This design comes from an exercise in tuning for small area on the open sky130 flow, not from production work. In this exercise RTL edits were held to simulation tests only and were not proved equivalent to the original. The flow treats the clock pin as an ideal source. Dropping or thinning the clock tree relies on that and would not hold on a real chip. Power is estimated from default activity; no workload was simulated.

== pepper ==
==> flow/design.v <==
module flashmap (
    input  wire        clk,
    input  wire        rst,           
    input  wire        cpu_valid,
    input  wire        cpu_we,
    input  wire [15:0] cpu_addr,
    input  wire [7:0]  cpu_wdata,
    output wire        cpu_ready,
    output reg         cpu_rvalid,
    output wire [7:0]  cpu_rdata,
    output wire [18:0] mem_addr,
    output wire        mem_we,
    output wire [7:0]  mem_wdata,
    input  wire [7:0]  mem_rdata,
    output wire [12:0] ram_addr,
    output wire        ram_we,
    output wire [7:0]  ram_wdata,
    input  wire [7:0]  ram_rdata,
    output wire [1:0]  game_slot,
    output wire [2:0]  bank_slot2
);
    localparam [1:0] MODE_NONE = 2'd0;
    localparam [1:0] MODE_ID   = 2'd1;
    localparam [1:0] MODE_SE   = 2'd2;
    localparam [1:0] MODE_BP   = 2'd3;
    reg  [1:0]  game_slot_q;
    reg  [2:0]  bank_slot2_q;
    reg         busy_q;
    reg  [1:0]  mode_q;
    reg  [1:0]  sc_q;
    reg  [1:0]  y_q;
    localparam [13:0] ERASE_POL = 14'b10101010101010;
    reg  [13:0] cnt_q;
    reg         p_q, u_q, v_q;
    wire        accept   = cpu_valid && !busy_q;
    wire        do_read  = accept && !cpu_we;
    wire        do_write = accept && cpu_we;
    wire [1:0]  window   = cpu_addr[15:14];
    wire        in_rom   = (window != 2'd3);
    wire        wr_low   = do_write && in_rom;
    wire        addr_5555 = (cpu_addr == 16'h5555);
    wire        addr_2aaa = (cpu_addr == 16'h2AAA);
    wire        p_aa = addr_5555 && cpu_wdata == 8'hAA;
    wire        p_55 = addr_2aaa && cpu_wdata == 8'h55;
    wire        p_80 = addr_5555 && cpu_wdata == 8'h80;
    wire        p_a0 = addr_5555 && cpu_wdata == 8'hA0;
    wire        p_90 = addr_5555 && cpu_wdata == 8'h90;
    wire seq_step = do_write && (addr_5555 || addr_2aaa);
    wire done_bp  = y_q == 2'd3 && sc_q[0] && p_55;
    wire done_se  = sc_q[1] && p_a0;
    wire done_id  = sc_q[1] && p_90;
    wire seq_done = done_bp || done_se || done_id;
    reg [1:0] y_nx;
    always @(*) begin
        case (y_q)
            2'd0:    y_nx = p_aa ? 2'd1 : 2'd0;
            2'd1:    y_nx = p_55 ? 2'd2 : 2'd0;
            2'd2:    y_nx = p_80 ? 2'd3 : 2'd0;
            default: y_nx = (p_aa && !sc_q[0]) ? 2'd3 : 2'd0;
        endcase
    end
    wire [1:0] sc_nx = {sc_q[0] && p_55, !sc_q[0] && !sc_q[1] && p_aa};
    wire consume    = wr_low && !(seq_step && seq_done);
    wire do_program = consume && mode_q == MODE_BP;
    wire       w0 = window == 2'd0;
    wire       w1 = window == 2'd1;
    wire       sect_neg = game_slot_q == 2'd0 && bank_slot2_q[2:1] == 2'd0 &&
                          (w0 || (w1 && !bank_slot2_q[0]));
    wire       erase_start = consume && mode_q == MODE_SE &&
                             cpu_wdata == 8'h30 && !sect_neg;
    wire [13:0] es      = cnt_q ^ ERASE_POL;      
    wire        es_z    = es[12:0] == 13'd0;
    wire        es_fb   = es[13] ^ es[4] ^ es[2] ^ es[0] ^ es_z;
    wire        erase_end = busy_q && es_z && es[13];
    always @(posedge clk) begin
        if (rst) begin
            game_slot_q  <= 2'd0;
            bank_slot2_q <= 3'd2;
            busy_q       <= 1'b0;
            mode_q       <= MODE_NONE;
            sc_q         <= 2'd0;
            y_q          <= 2'd0;
        end else begin
            if (do_write && cpu_addr == 16'hFFFE)
                game_slot_q <= cpu_wdata[1:0];
            if (do_write && cpu_addr == 16'hFFFF)
                bank_slot2_q <= cpu_wdata[2:0];
            if (seq_step) begin
                sc_q <= sc_nx;
                y_q  <= y_nx;
            end
            if (busy_q) begin
                if (erase_end) begin
                    busy_q <= 1'b0;
                    mode_q <= MODE_NONE;
                end
            end else if (seq_step && seq_done) begin
                if (done_bp)      mode_q <= MODE_BP;
                else if (done_se) mode_q <= MODE_SE;
                else              mode_q <= MODE_ID;
            end else if (erase_start) begin
                busy_q <= 1'b1;
                mode_q <= {w0, w1};
            end else if (consume) begin
                mode_q <= MODE_NONE;
            end
        end
    end
    always @(posedge clk) begin
        if (busy_q && !rst)
            cnt_q <= {es[12:0], es_fb} ^ ERASE_POL;
        else
            cnt_q <= ERASE_POL;
    end
    wire id_rd = window == 2'd0 && mode_q == MODE_ID;
    always @(posedge clk) begin
        cpu_rvalid <= do_read && !rst;
        p_q <= !in_rom;
        u_q <= id_rd && cpu_addr[13:0] != 14'd0;
        v_q <= id_rd && cpu_addr[13:0] != 14'd1;
    end
    wire       sel_mem = !p_q && !u_q && !v_q;
    wire [7:0] cval    = {u_q | v_q, u_q & v_q, u_q | v_q, u_q | v_q,
                          v_q, u_q | v_q, u_q | v_q, u_q | v_q};
    assign cpu_rdata = ({8{p_q}} & ram_rdata) | ({8{sel_mem}} & mem_rdata) | cval;
    wire [4:0] gb  = {game_slot_q, bank_slot2_q};
    wire       brw = busy_q && (mode_q[1] || (mode_q[0] && !gb[0]));
    wire [4:0] bor = {brw && gb[3:1] == 3'd0, brw && gb[2:1] == 2'd0,
                      brw && !gb[1], brw, busy_q && mode_q[0]};
    wire [4:0] wbank = {game_slot_q, window[1] ? bank_slot2_q : {2'd0, window[0]}};
    assign cpu_ready  = !busy_q;
    assign mem_addr   = {game_slot_q ^ bor[4:3],
                         busy_q ? bank_slot2_q ^ bor[2:0] : wbank[2:0],
                         (cnt_q & (cpu_addr[13:0] | {14{busy_q}}) & ERASE_POL) |
                         ((cnt_q | (cpu_addr[13:0] & {14{!busy_q}})) & ~ERASE_POL)};
    assign mem_we     = busy_q || do_program;
    assign mem_wdata  = cpu_wdata | {8{busy_q}};
    assign ram_addr   = cpu_addr[12:0];
    assign ram_we     = do_write && !in_rom;
    assign ram_wdata  = cpu_wdata;
    assign game_slot  = game_slot_q;
    assign bank_slot2 = bank_slot2_q;
endmodule
clock: 7.0 ns
lec_check: 0
cap_margin: 20
core_margin: 2
core_utilization: 40
slew_margin: 20
standard.sh (not shown) runs the stock make flow with config.mk's settings and CLKGATE_MAP_FILE= SYNTH_SCRIPT=/design/flow/synth_recipe.tcl, a recipe that flattens the netlist after the stock synthesis.
==> flow/flow/run.sh <==
#!/bin/bash
# Layout flow: the standard synthesis script with an area-oriented ABC
# mapping (flow/area.abc), then the standard ORFS layout with the smallest
# buffer (buf_1) on every port and a clock tree of one cluster of clkbuf_8
# buffers without dummy loads. Each step's output goes to its own log here.
set -e
F=$(cd "$(dirname "$0")" && pwd)
{ head -n 1 synth_recipe.tcl; cat "$F/abc_override.tcl"; tail -n +2 synth_recipe.tcl; } > area_synth.tcl
export AREA_ABC_SCRIPT="$F/area.abc"
bash standard.sh SYNTH_SCRIPT="$PWD/area_synth.tcl" synth > synth.log 2>&1
bash standard.sh "BUFFER_PORTS_ARGS=-buffer_cell sky130_fd_sc_hd__buf_1" \
  "CTS_ARGS=-sink_clustering_enable -repair_clock_nets -buf_list sky130_fd_sc_hd__clkbuf_8 -sink_clustering_size 40 -sink_clustering_max_diameter 1000 -dont_use_dummy_load" \
  finish > layout.log 2>&1
==> flow/flow/abc_override.tcl <==
# Map with an area-oriented ABC script (flow/area.abc) in place of the
# default speed script; every other argument is kept.
proc abc {args} {
  set i [lsearch -exact $args -script]
  if { $i >= 0 } { lset args [expr { $i + 1 }] $::env(AREA_ABC_SCRIPT) }
  yosys abc {*}$args
}
==> flow/flow/area.abc <==
strash
&get -n
&deepsyn -T 20
&put
&get -n
&nf -R 1000 -p -C 32 -F 20
&put
pepper: full flow OK, the timing, design-rule and antenna checks passed
> inputs changed (pepper -> juniper)
==> flow/flow/run.sh <==
#!/bin/bash
# Layout flow: the standard synthesis script with an area-oriented ABC
# mapping (flow/area.abc), then the standard ORFS layout with the smallest
# buffer (buf_1) on every port and a clock tree of one cluster of clkbuf_4
# buffers without dummy loads. Each step's output goes to its own log here.
set -e
F=$(cd "$(dirname "$0")" && pwd)
{ head -n 1 synth_recipe.tcl; cat "$F/abc_override.tcl"; tail -n +2 synth_recipe.tcl; } > area_synth.tcl
export AREA_ABC_SCRIPT="$F/area.abc"
bash standard.sh SYNTH_SCRIPT="$PWD/area_synth.tcl" synth > synth.log 2>&1
bash standard.sh "BUFFER_PORTS_ARGS=-buffer_cell sky130_fd_sc_hd__buf_1" \
  "CTS_ARGS=-sink_clustering_enable -repair_clock_nets -buf_list sky130_fd_sc_hd__clkbuf_4 -sink_clustering_size 40 -sink_clustering_max_diameter 1000 -dont_use_dummy_load" \
  finish > layout.log 2>&1
==> results.txt <==
- Comparing pepper and juniper, the lower sequential group share of total power was measured on pepper.
- From juniper to pepper, site row count did not move at all.
- For final worst-path cycle share, juniper and pepper come out practically identical.
- Lower combinational cell fraction of total power was reported by pepper, not juniper.
- Compared with pepper, in juniper worst setup margin grew by 0.0048 ns, standby leakage power lost about 1.7%, sequential share of layout area shows an increase of 0.41 points.
- Relative to pepper, the cell area of juniper is lower by about 1.4%.
- Diff pepper..juniper | number of nets in the final layout | unchanged
- Where cell-internal power is concerned, pepper is outperformed by juniper.
- Taking juniper as 1.0, pepper lands at 1.11 on total power consumption of the routed design.

Setup of v6:
flashmap, a different RTL version from the one above (not shown whole).
Size in the first run: about 220 cells after synthesis, ~1700 µm² of cells after synthesis.
// flashmap
module flashmap (
    input  wire        clk,
    input  wire        rst,           
    input  wire        cpu_valid,
    input  wire        cpu_we,
    input  wire [15:0] cpu_addr,
    input  wire [7:0]  cpu_wdata,
    output wire        cpu_ready,
    output reg         cpu_rvalid,
    output wire [7:0]  cpu_rdata,
    output wire [18:0] mem_addr,
    output wire        mem_we,
    output wire [7:0]  mem_wdata,
    input  wire [7:0]  mem_rdata,
    output wire [12:0] ram_addr,
    output wire        ram_we,
    output wire [7:0]  ram_wdata,
    input  wire [7:0]  ram_rdata,
    output wire [1:0]  game_slot,
    output wire [2:0]  bank_slot2
);
    localparam [1:0] MODE_NONE = 2'd0;
    localparam [1:0] MODE_ID   = 2'd3;
    localparam [1:0] MODE_SE   = 2'd2;
    localparam [1:0] MODE_BP   = 2'd1;
    reg  [1:0]  game_slot_q;
    reg  [2:0]  bank_slot2_q;
    reg         busy_q;
    reg  [1:0]  mode_q;
    reg  [1:0]  sc_q;
    reg  [1:0]  y_q;
    localparam [13:0] ERASE_POL = 14'b10101010101010;
    reg  [13:0] cnt_q;
    reg         p_q, u_q, v_q;
    wire        accept   = cpu_valid && !busy_q;
    wire        do_read  = accept && !cpu_we;
    wire        do_write = accept && cpu_we;
    wire [1:0]  window   = cpu_addr[15:14];
    wire        in_rom   = (window != 2'd3);
    wire        wr_low   = do_write && in_rom;
    wire        addr_5555 = (cpu_addr == 16'h5555);
    wire        addr_2aaa = (cpu_addr == 16'h2AAA);
    wire        p_aa = addr_5555 && cpu_wdata == 8'hAA;
    wire        p_55 = addr_2aaa && cpu_wdata == 8'h55;
    wire        p_80 = addr_5555 && cpu_wdata == 8'h80;
    wire        p_a0 = addr_5555 && cpu_wdata == 8'hA0;
    wire        p_90 = addr_5555 && cpu_wdata == 8'h90;
    wire seq_step = do_write && (addr_5555 || addr_2aaa);
    wire done_bp  = y_q == 2'd3 && sc_q[0] && p_55;
    wire done_se  = sc_q[1] && p_a0;
    wire done_id  = sc_q[1] && p_90;
  ...
clock: 7.0 ns
lec_check: 0
cap_margin: 20
core_margin: 2
core_utilization: 40
slew_margin: 20
==> flow/flow/run.sh <==
#!/bin/bash
# Layout flow: the standard synthesis script, mapped with several
# area-oriented ABC scripts (deepsyn with different seeds, then &nf) of which
# the smallest result is kept; then the standard ORFS layout with the
# smallest buffer (buf_1) on every port; after clock tree synthesis the
# clock network is rebuilt as three clkbuf_4 driven from the clock port,
# each feeding one cluster of registers (flow/kbuf.tcl). Each step's
# output goes to its own log here.
set -e
F=$(cd "$(dirname "$0")" && pwd)
mkdir -p abc
export AREA_ABC_DIR="$PWD/abc"
AREA_ABC_SCRIPTS=""
for seed in 0 3 7 11 19 23 31 37 41 43 47 53; do
  printf 'strash\n&get -n\n&deepsyn -T 15 -S %s\n&put\n&get -n\n&nf -R 1000 -p -C 32 -F 20\n&put\n' $seed > abc/deepsyn_$seed.abc
  AREA_ABC_SCRIPTS="$AREA_ABC_SCRIPTS $PWD/abc/deepsyn_$seed.abc"
done
export AREA_ABC_SCRIPTS
{ head -n 1 synth_recipe.tcl; cat "$F/abc_override.tcl"; tail -n +2 synth_recipe.tcl; } > area_synth.tcl
bash standard.sh SYNTH_SCRIPT="$PWD/area_synth.tcl" synth > synth.log 2>&1
bash standard.sh "BUFFER_PORTS_ARGS=-buffer_cell sky130_fd_sc_hd__buf_1" \
  "CTS_ARGS=-sink_clustering_enable -repair_clock_nets -buf_list sky130_fd_sc_hd__clkbuf_4 -dont_use_dummy_load" \
  "POST_CTS_TCL=$F/kbuf.tcl" \
  finish > layout.log 2>&1
==> flow/flow/abc_override.tcl <==
# Map with several area-oriented ABC scripts (the files listed in
# AREA_ABC_SCRIPTS) in place of the default speed script, keeping every
# other argument, and keep the mapping with the smallest cell area.
proc abc {args} {
  set i [lsearch -exact $args -script]
  set stat_args {}
  foreach {k v} $args { if { $k eq "-liberty" } { lappend stat_args -liberty $v } }
  yosys design -save area_abc_in
  set best_area -1
  foreach script $::env(AREA_ABC_SCRIPTS) {
    yosys design -load area_abc_in
    if { $i >= 0 } { lset args [expr { $i + 1 }] $script }
    yosys abc {*}$args
    set rpt $::env(AREA_ABC_DIR)/[file tail $script].stat
    yosys tee -q -o $rpt stat {*}$stat_args
    set fh [open $rpt r]; set txt [read $fh]; close $fh
    if { [regexp {Chip area for module[^:]*:\s*([0-9.]+)} $txt -> area] } {
      puts "area_abc: $script gives $area"
      if { $best_area < 0 || $area < $best_area } {
        set best_area $area
        yosys design -save area_abc_best
      }
    }
  }
  yosys design -load area_abc_best
  puts "area_abc: kept $best_area"
}
Other scripts of this flow, unchanged in this note and not shown: flow/flow/kbuf.tcl
v6 did not stop at any stage, and its layout met the timing, design-rule and antenna checks.
Changes in v7 relative to v6:
==> flow/flow/run.sh <==
#!/bin/bash
# Layout flow: the standard synthesis script, mapped with several
# area-oriented ABC scripts (deepsyn with different seeds and options,
# then &nf) of which the smallest result is kept; then the standard ORFS layout with the
# smallest buffer (buf_1) on every port; after clock tree synthesis the
# clock network is rebuilt as three clkbuf_4 driven from the clock port,
# each feeding one cluster of registers (flow/kbuf.tcl). Each step's
# output goes to its own log here.
set -e
F=$(cd "$(dirname "$0")" && pwd)
mkdir -p abc
export AREA_ABC_DIR="$PWD/abc"
AREA_ABC_SCRIPTS=""
for seed in 0 3 7 11 19 23 31 37 41 43 47 53; do
  for opt in "" "-t" "-o"; do
    name=deepsyn_${seed}${opt}
    printf 'strash\n&get -n\n&deepsyn -T 15 -S %s %s\n&put\n&get -n\n&nf -R 1000 -p -C 32 -F 20\n&put\n' $seed "$opt" > abc/$name.abc
    AREA_ABC_SCRIPTS="$AREA_ABC_SCRIPTS $PWD/abc/$name.abc"
  done
done
export AREA_ABC_SCRIPTS
{ head -n 1 synth_recipe.tcl; cat "$F/abc_override.tcl"; tail -n +2 synth_recipe.tcl; } > area_synth.tcl
bash standard.sh SYNTH_SCRIPT="$PWD/area_synth.tcl" synth > synth.log 2>&1
bash standard.sh "BUFFER_PORTS_ARGS=-buffer_cell sky130_fd_sc_hd__buf_1" \
  "CTS_ARGS=-sink_clustering_enable -repair_clock_nets -buf_list sky130_fd_sc_hd__clkbuf_4 -dont_use_dummy_load" \
  "POST_CTS_TCL=$F/kbuf.tcl" \
  finish > layout.log 2>&1
-- flow/flow/abc_override.tcl --
<<< v6, line 11
    yosys design -load area_abc_in
    if { $i >= 0 } { lset args [expr { $i + 1 }] $script }
    yosys abc {*}$args
    set rpt $::env(AREA_ABC_DIR)/[file tail $script].stat
    yosys tee -q -o $rpt stat {*}$stat_args
>>> v7, line 11
    yosys design -load area_abc_in
    if { $i >= 0 } { lset args [expr { $i + 1 }] $script }
    if { [catch { yosys abc {*}$args } err] } {
      puts "area_abc: $script failed: $err"
      continue
    }
    set rpt $::env(AREA_ABC_DIR)/[file tail $script].stat
    yosys tee -q -o $rpt stat {*}$stat_args
Notes after the runs:
Compared to v6, the router laid down more metal wire for v7.
In v7 relative to v6, final cell area excluding filler cells had gone down slightly.
In the flow results for v6 and v7, the minimum period implied by the final worst setup slack is larger on v7.
In every run of this note, the design's own scripts or RTL, not TritonCTS, make the clock network.

-- afterwards: timing with drivers on the ports --
Ports are ideal in the flow. The routed layouts listed here were re-timed in OpenROAD.
Step 1 sets driving cells, clkbuf_16 on the clock port and buf_2 on the other inputs (assumed; they add their load-dependent delay and slew).
Step 2, shift: input delay + t, output delay - t, t = (earliest + latest rising clock arrival at the registers) / 2. This alone moves slack from input paths to output paths.
Three values: no drivers, after step 1, after step 2; two values: the first two.
run	shift t [ns]	setup slack, ns	hold slack, ns	worst register clock-pin slew, ns
pepper	0.295	2.140 / 2.111 / 2.111	0.383 / 0.383 / 0.383	0.07 / 0.07
juniper	0.341	2.145 / 2.116 / 2.116	0.371 / 0.371 / 0.371	0.10 / 0.10
v6	0.198	2.582 / 2.561 / 2.561	0.417 / 0.417 / 0.417	0.11 / 0.11
v7	0.203	2.306 / 2.285 / 2.285	0.419 / 0.419 / 0.419	0.11 / 0.11
After both steps setup and hold are still met in every run listed.
